Source: an optimization exercise on an open RTL-to-GDS flow (aim: small area, a short achievable clock period and few clock cycles per item). Production flows keep margins and buffers that such runs may drop.
The RTL was checked by simulation tests, not by an equivalence proof against the original design.

## design/flow/config.mk

```make
export PLATFORM = sky130hd
export DESIGN_NAME = oa7_crypt
export DESIGN_NICKNAME = oa7_crypt
export VERILOG_FILES = /design/flow/design.v
export SDC_FILE = /design/flow/constraint.sdc
export NUM_CORES = 4
export LEC_CHECK = 0
export CAP_MARGIN = 20
export CORE_MARGIN = 2
export CORE_UTILIZATION = 40
export SLEW_MARGIN = 20
```

## design/flow/constraint.sdc

```tcl
create_clock -name core_clock -period 15.0 [get_ports {clk}]
set_input_delay 3.0000 -clock core_clock [delete_from_list [all_inputs] [get_ports {clk}]]
set_output_delay 3.0000 -clock core_clock [all_outputs]
set_load 0.01 [all_outputs]
```

## design/flow/design.v

```verilog
module oa7_mulc (
    input  wire [31:0] x,
    output wire [31:0] m
);
    localparam [31:0] SEED = 32'h045D9F3B;
    assign m = SEED * (x ^ (x >> 16));
endmodule
module oa7_keymix (
    input  wire [31:0] epoch,
    input  wire [31:0] addr,
    output wire [31:0] mix
);
    assign mix = (epoch >> 6) ^ addr ^ (epoch[23] ? 32'h44444444 : 32'h0);
endmodule
module oa7_keysel (
    input  wire [31:0] mix,
    input  wire [1:0]  i,
    output wire [31:0] x
);
    assign x = mix ^ ({8{2'b00, i}});
endmodule
module oa7_crypt (
    input  wire         clk,
    input  wire         rst,
    input  wire         start,
    input  wire         op_dec,
    input  wire         op_derive,
    input  wire [127:0] key_in,
    input  wire [31:0]  epoch,
    input  wire [31:0]  key_addr,
    input  wire [159:0] data_in,
    output wire         ready,
    output reg          done,
    output wire [159:0] data_out,
    output wire [127:0] key_out
);
    localparam [31:0] KEY_XOR = 32'h87B562F4;
    reg         busy;      
    reg         run;       
    reg         dec;
    reg  [2:0]  kc;        
    reg  [2:0]  p;         
    reg  [2:0]  jr;        
    reg  [31:0] r0, r1, r2, r3, r4;
    reg  [31:0] k0, k1, k2, k3;
    reg  [31:0] mixr;      
    reg  [31:0] m1r;       
    assign ready    = ~busy;
    assign data_out = {r4, r3, r2, r1, r0};
    assign key_out  = {k3, k2, k1, k0};
    wire [1:0]  w1 = dec ? kc[1:0] : kc[1:0] + 2'd1;
    wire [1:0]  w2 = w1 - 2'd1;
    wire [31:0] mix_in, xk, m1, m2;
    oa7_keymix u_mix (.epoch(epoch), .addr(key_addr), .mix(mix_in));
    oa7_keysel u_sel (.mix(mixr), .i(w1), .x(xk));
    oa7_mulc   u_m1  (.x(xk),  .m(m1));
    oa7_mulc   u_m2  (.x(m1r), .m(m2));
    wire [31:0] kder = m2 ^ (m2 >> 16) ^ KEY_XOR;
    wire        kwr  = (kc >= 3'd2);
    reg  [31:0] sum;
    always @(*) begin
        case (jr)
            3'd1:    sum = 32'h9E3779B9;
            3'd2:    sum = 32'h3C6EF372;
            3'd3:    sum = 32'hDAA66D2B;
            3'd4:    sum = 32'h78DDE6E4;
            3'd5:    sum = 32'h1715609D;
            default: sum = 32'hB54CDA56;
        endcase
    end
    wire [1:0]  e    = sum[3:2];
    wire [1:0]  pw   = dec ? 2'd0 - p[1:0] : p[1:0];    
    wire [1:0]  kidx = pw ^ e;
    reg  [31:0] kw;
    always @(*) begin
        case (kidx)
            2'd0: kw = k0;
            2'd1: kw = k1;
            2'd2: kw = k2;
            default: kw = k3;
        endcase
    end
    wire [31:0] vp = dec ? r4 : r0;
    wire [31:0] y  = dec ? r0 : r1;
    wire [31:0] z  = dec ? r3 : r4;
    wire [31:0] mx = (((z >> 5) ^ (y << 2)) + ((y >> 3) ^ (z << 4)))
                   ^ ((sum ^ y) + (kw ^ z));
    wire [31:0] vn = dec ? vp - mx : vp + mx;
    wire last_p     = (p == 3'd4);
    wire last_round = dec ? (jr == 3'd1) : (jr == 3'd6);
    always @(posedge clk) begin
        if (rst) begin
            busy <= 1'b0;
            run  <= 1'b0;
            kc   <= 3'd0;
            done <= 1'b0;
        end else begin
            done <= 1'b0;
            if (!busy) begin
                if (start) begin
                    busy <= 1'b1;
                    run  <= ~op_derive;
                    kc   <= op_derive ? 3'd1 : 3'd0;
                end
            end else begin
                if (kc != 3'd0)
                    kc <= (kc == 3'd5) ? 3'd0 : kc + 3'd1;
                if (kc == 3'd2)
                    run <= 1'b1;
                if (run && last_p && last_round) begin
                    run  <= 1'b0;
                    busy <= 1'b0;
                    done <= 1'b1;
                end
            end
        end
    end
    always @(posedge clk) begin
        if (!busy) begin
            dec  <= op_dec;
            p    <= 3'd0;
            jr   <= op_dec ? 3'd6 : 3'd1;
            mixr <= mix_in;
            {r4, r3, r2, r1, r0} <= data_in;
            {k3, k2, k1, k0}     <= key_in;
        end else begin
            m1r <= m1;
            if (kwr) begin
                case (w2)
                    2'd0: k0 <= kder;
                    2'd1: k1 <= kder;
                    2'd2: k2 <= kder;
                    default: k3 <= kder;
                endcase
            end
            if (run) begin
                p <= last_p ? 3'd0 : p + 3'd1;
                if (last_p)
                    jr <= dec ? jr - 3'd1 : jr + 3'd1;
                if (dec) begin
                    r0 <= vn; r1 <= r0; r2 <= r1; r3 <= r2; r4 <= r3;
                end else begin
                    r0 <= r1; r1 <= r2; r2 <= r3; r3 <= r4; r4 <= vn;
                end
            end
        end
    end
endmodule
```

## design/flow/run.sh

```bash
#!/bin/bash
# synth_recipe.tcl (not shown) runs the flow's synth.tcl, then flattens the netlist and writes it again
# the make line also repeats each setting of config.mk as NAME=value (left out here)
make -C /OpenROAD-flow-scripts/flow DESIGN_CONFIG=/design/flow/config.mk WORK_HOME=/design/flow/orfs CLKGATE_MAP_FILE= SYNTH_SCRIPT=/design/flow/synth_recipe.tcl finish
```

==> run summary <==
[metrics by stage]
stage               cells  util, %
finish               6372    49.29
floorplan            4327        -
CTS                  6372    49.29
detailed placement   6289    47.86
global route         6372    49.29
global placement     6289    47.85
[state kept, by name, summed over array words and instances, names as in the netlist, 3 cells and up]
register / count
k1: 32
m1r: 32
k0: 32
kc: 3
p: 3
r0: 32
r2: 32
k2: 32
jr: 3
k3: 32
mixr: 32
r4: 32
r3: 32
r1: 32
[cells in the final DEF (no fill, tap or decap), types with 178 or more instances in the layout]
master,count
inv_1,820
clkdlybuf4s50_1,640
fa_1,443
ha_1,436
a21oi_1,390
edfxtp_1,356
xnor2_1,303
nor2_1,241
o21ai_0,185
nand2_1,178
[metal layers]
metal  global-route usage (%)  wire [um]  vias up
met1                    33.37      59900    16250
met4                    9.662       5676        2
met5                        0          7        -
met2                    43.99      70550     1066
met3                    4.758       9667      199
li1                         -          -    15550
[logic make-up after synthesis]
| family | Yosys count | share of synthesized area [%] |
|---|---|---|
| xor gates and xnor gates | 490 | 10.12 |
| buffers and inverters | 946 | 8.261 |
| AOI/OAI and AO/OA | 842 | 11.49 |
| and+or+nand+nor | 646 | 6.863 |
| muxes | 159 | 4.732 |
| DFF | 365 | 25.26 |
| adders and majority gates | 879 | 33.28 |
[layout make-up]
| type | count | area [sq um] | share of cell area, % |
|---|---|---|---|
| Clock inverter | 31 | 332.8 | 0.6316 |
| Multi-Input combinational cell | 3016 | 28710 | 54.48 |
| Sequential cell | 365 | 10870 | 20.64 |
| Timing Repair Buffer | 683 | 6741 | 12.79 |
| Clock buffer | 52 | 1195 | 2.268 |
| Inverter | 822 | 3085 | 5.856 |
| Tap cell | 1403 | 1755 | 3.332 |
[cell usage after synthesis (all sizes together), types with 7 or more instances]
cell    instances
mux4           32
inv           821
a31oi          28
nand4           8
o21ai         196
a21oi         391
nand2         178
and2           10
nor2b          78
xor2          180
o31a           10
o21bai         15
nor3           21
nand3          43
a21boi          7
nor2          241
dfxtp           9
nand2b         20
clkbuf        102
mux2i          91
edfxtp        356
a211oi         14
fa            443
a21o           61
o211ai          7
o21a           58
mux2           36
or3             9
o31ai          10
buf            22
xnor2         306
ha            436
and3           16
[how the worst min path moves through the flow]
stage / startpoint / endpoint / slack, ns / cells after the start
after floorplan: p[1] / p[1] / 0.47 / 2
after global placement: p[1] / p[1] / 0.49 / 2
after detailed placement: p[1] / p[1] / 0.50 / 2
after CTS: p[1] / p[1] / 0.51 / 2
after global routing: p[1] / p[1] / 0.56 / 2
final: p[1] / p[1] / 0.51 / 2
[worst max-delay path: cells and delay by family, from the launching register on]
family	cells	cell delay, ns
compound gates	10	2.23
xor+xnor	5	0.93
fa+ha+maj	4	1.31
buf+inv	3	0.88
flops	1	0.55
mux	2	0.81
simple gates	11	2.80
==> run_results.csv <==
group,metric,value,unit
detailed_routing,vias,33060,
cts,clkSinkCount,365,
timing,max_freq,101.5,MHz
worst_setup_path,slowest_stage,"buf_4",
yosys,yosys-top-cells-area,"edfxtp_1, fa_1, ha_1",
worst_hold_path,hp-class,"reg2reg",
place,post-dp-hpwl,120100,um
worst_setup_path,regToRegEndpoint,"r4[30]",
cts,clkLatencyLatePin,0.64,ns
worst_setup_path,reg2reg_from,"jr[2]",
job,cap_violations,0,
timing,tightest_slew,1.187,ns
global_route,grt_util_all_layers,26.09,%
detailed_routing,wl,145800,um
yosys,ys_ff_latch,365,
cts,clk_pin_slew,0.07,ns
yosys,ys_seq_area_share,25.26,%
worst_setup_path,crit_end,"r4[30]",
timing,finalCritPeriodShare,65.70,%
yosys,yosysTopAreaCellShare,24.84,%
detailed_routing,firstDrtPassIters,6,
cts,cts_buffers,47,
worst_setup_path,critPathLaunchType,"flip-flop",
yosys,async_reset_ff_share,0,%
floorplanning,coreArea,106900,sq um
cts,clock-root-buffer,"clkbuf_16",
cts,cts_tree,"done",
timing,report.final.slew_viol_count,0,
timing,skew,0.04522,ns
detailed_routing,final_antenna_net_count,0,
place,place_ws,5.224,ns
status,status,"no timing/DRC/antenna violations",
yosys,synth.net_count,5563,
yosys,yosysTopAreaCell,"edfxtp_1",
timing,rsz0062_at_grt,"no",
floorplanning,die_y,332.0,um
finish,drive_gt1_share,4.307,%
worst_setup_path,cp_data_required_time,15.34,ns
timing,final_hold_viol_count,0,
yosys,synthDistinctLibCells,79,
detailed_routing,drtIter0Drc,2695,
worst_setup_path,arrival,10.20,ns
global_route,grt_antenna_before_repair,3,
timing,holdWs,0.5103,ns
detailed_routing,drc,0,
yosys,netlist_instances,4327,
place,io_buffers,640,
floorplanning,rows,120,
floorplanning,io_pins,647,
worst_setup_path,path_max_fanout,32,
worst_setup_path,crit_start,"jr[2]",
cts,cts_buffer_depth,3,
global_route,grt-ovfl-total,0,
floorplanning,die_area,110200,sq um
cts,ctsResizeCount,0,
yosys,ys.flop_type,"edfxtp_1",
finish,area_growth,22.41,%
worst_setup_path,end_kind,"flip-flop",
yosys,avgSynthCellArea,9.947,sq um
yosys,synth_area,43040,sq um
timing,worst_slack,5.145,ns
worst_setup_path,worstSetupPathType,"reg2reg",
worst_setup_path,regToRegSetupSlack,5.15,ns
global_route,grt_max_degree,218,
timing,slew_headroom,20.29,%
finish,fillers,10050,
timing,period_needed,9.855,ns
place,gp_congestion,0.9321,
cts,cts_hold_buf,0,
detailed_routing,viasPerCell,5.188,
finish,fin_area,52690,sq um
floorplanning,start_util,40.26,%
global_route,grt_pass1_wl,214600,um
global_route,grt_pass1_vias,33700,
yosys,synth_edf_count,356,
finish,nets,6171,
worst_setup_path,r2r_cells,35,
finish,diodes,0,
yosys,yosysWarnings,1,
worst_setup_path,slowest_delay,0.67,ns
timing,setup_viol,0,
timing,tns,0,ns
cts,cts.htree.levels,2,
cts,post_cts_buffers,0,
place,placed_area,51160,sq um
detailed_routing,wl_per_cell,22.88,um
floorplanning,fp.dieW,332.0,um
Testbench counts, summed over its fixed seeds: cycles 78,204, items 2,400.

[static timing again, ports no longer ideal]
The results above use ideal ports. As a check the final layout listed here was re-extracted and re-timed, cells and wires unchanged. Step 1: set_driving_cell puts a clkbuf_16 on clk and a buf_2 on each other input, an assumption about the parent block. Step 2 times the ports against the registers' clock, not the clock port: input delays grow and output delays shrink by t, the midpoint of the rising clock arrivals with the driver on. Three values: no drivers, after step 1, after step 2; two values: the first two.
t, ns: 0.687
setup WS [ns]: 5.145 / 5.145 / 5.145
latest minus earliest clock arrival (ns): 0.052 / 0.052
After both steps this run still meets setup and hold. The setup slack of this run moves by 0.000 ns with the drivers and by 0.000 ns with both steps.
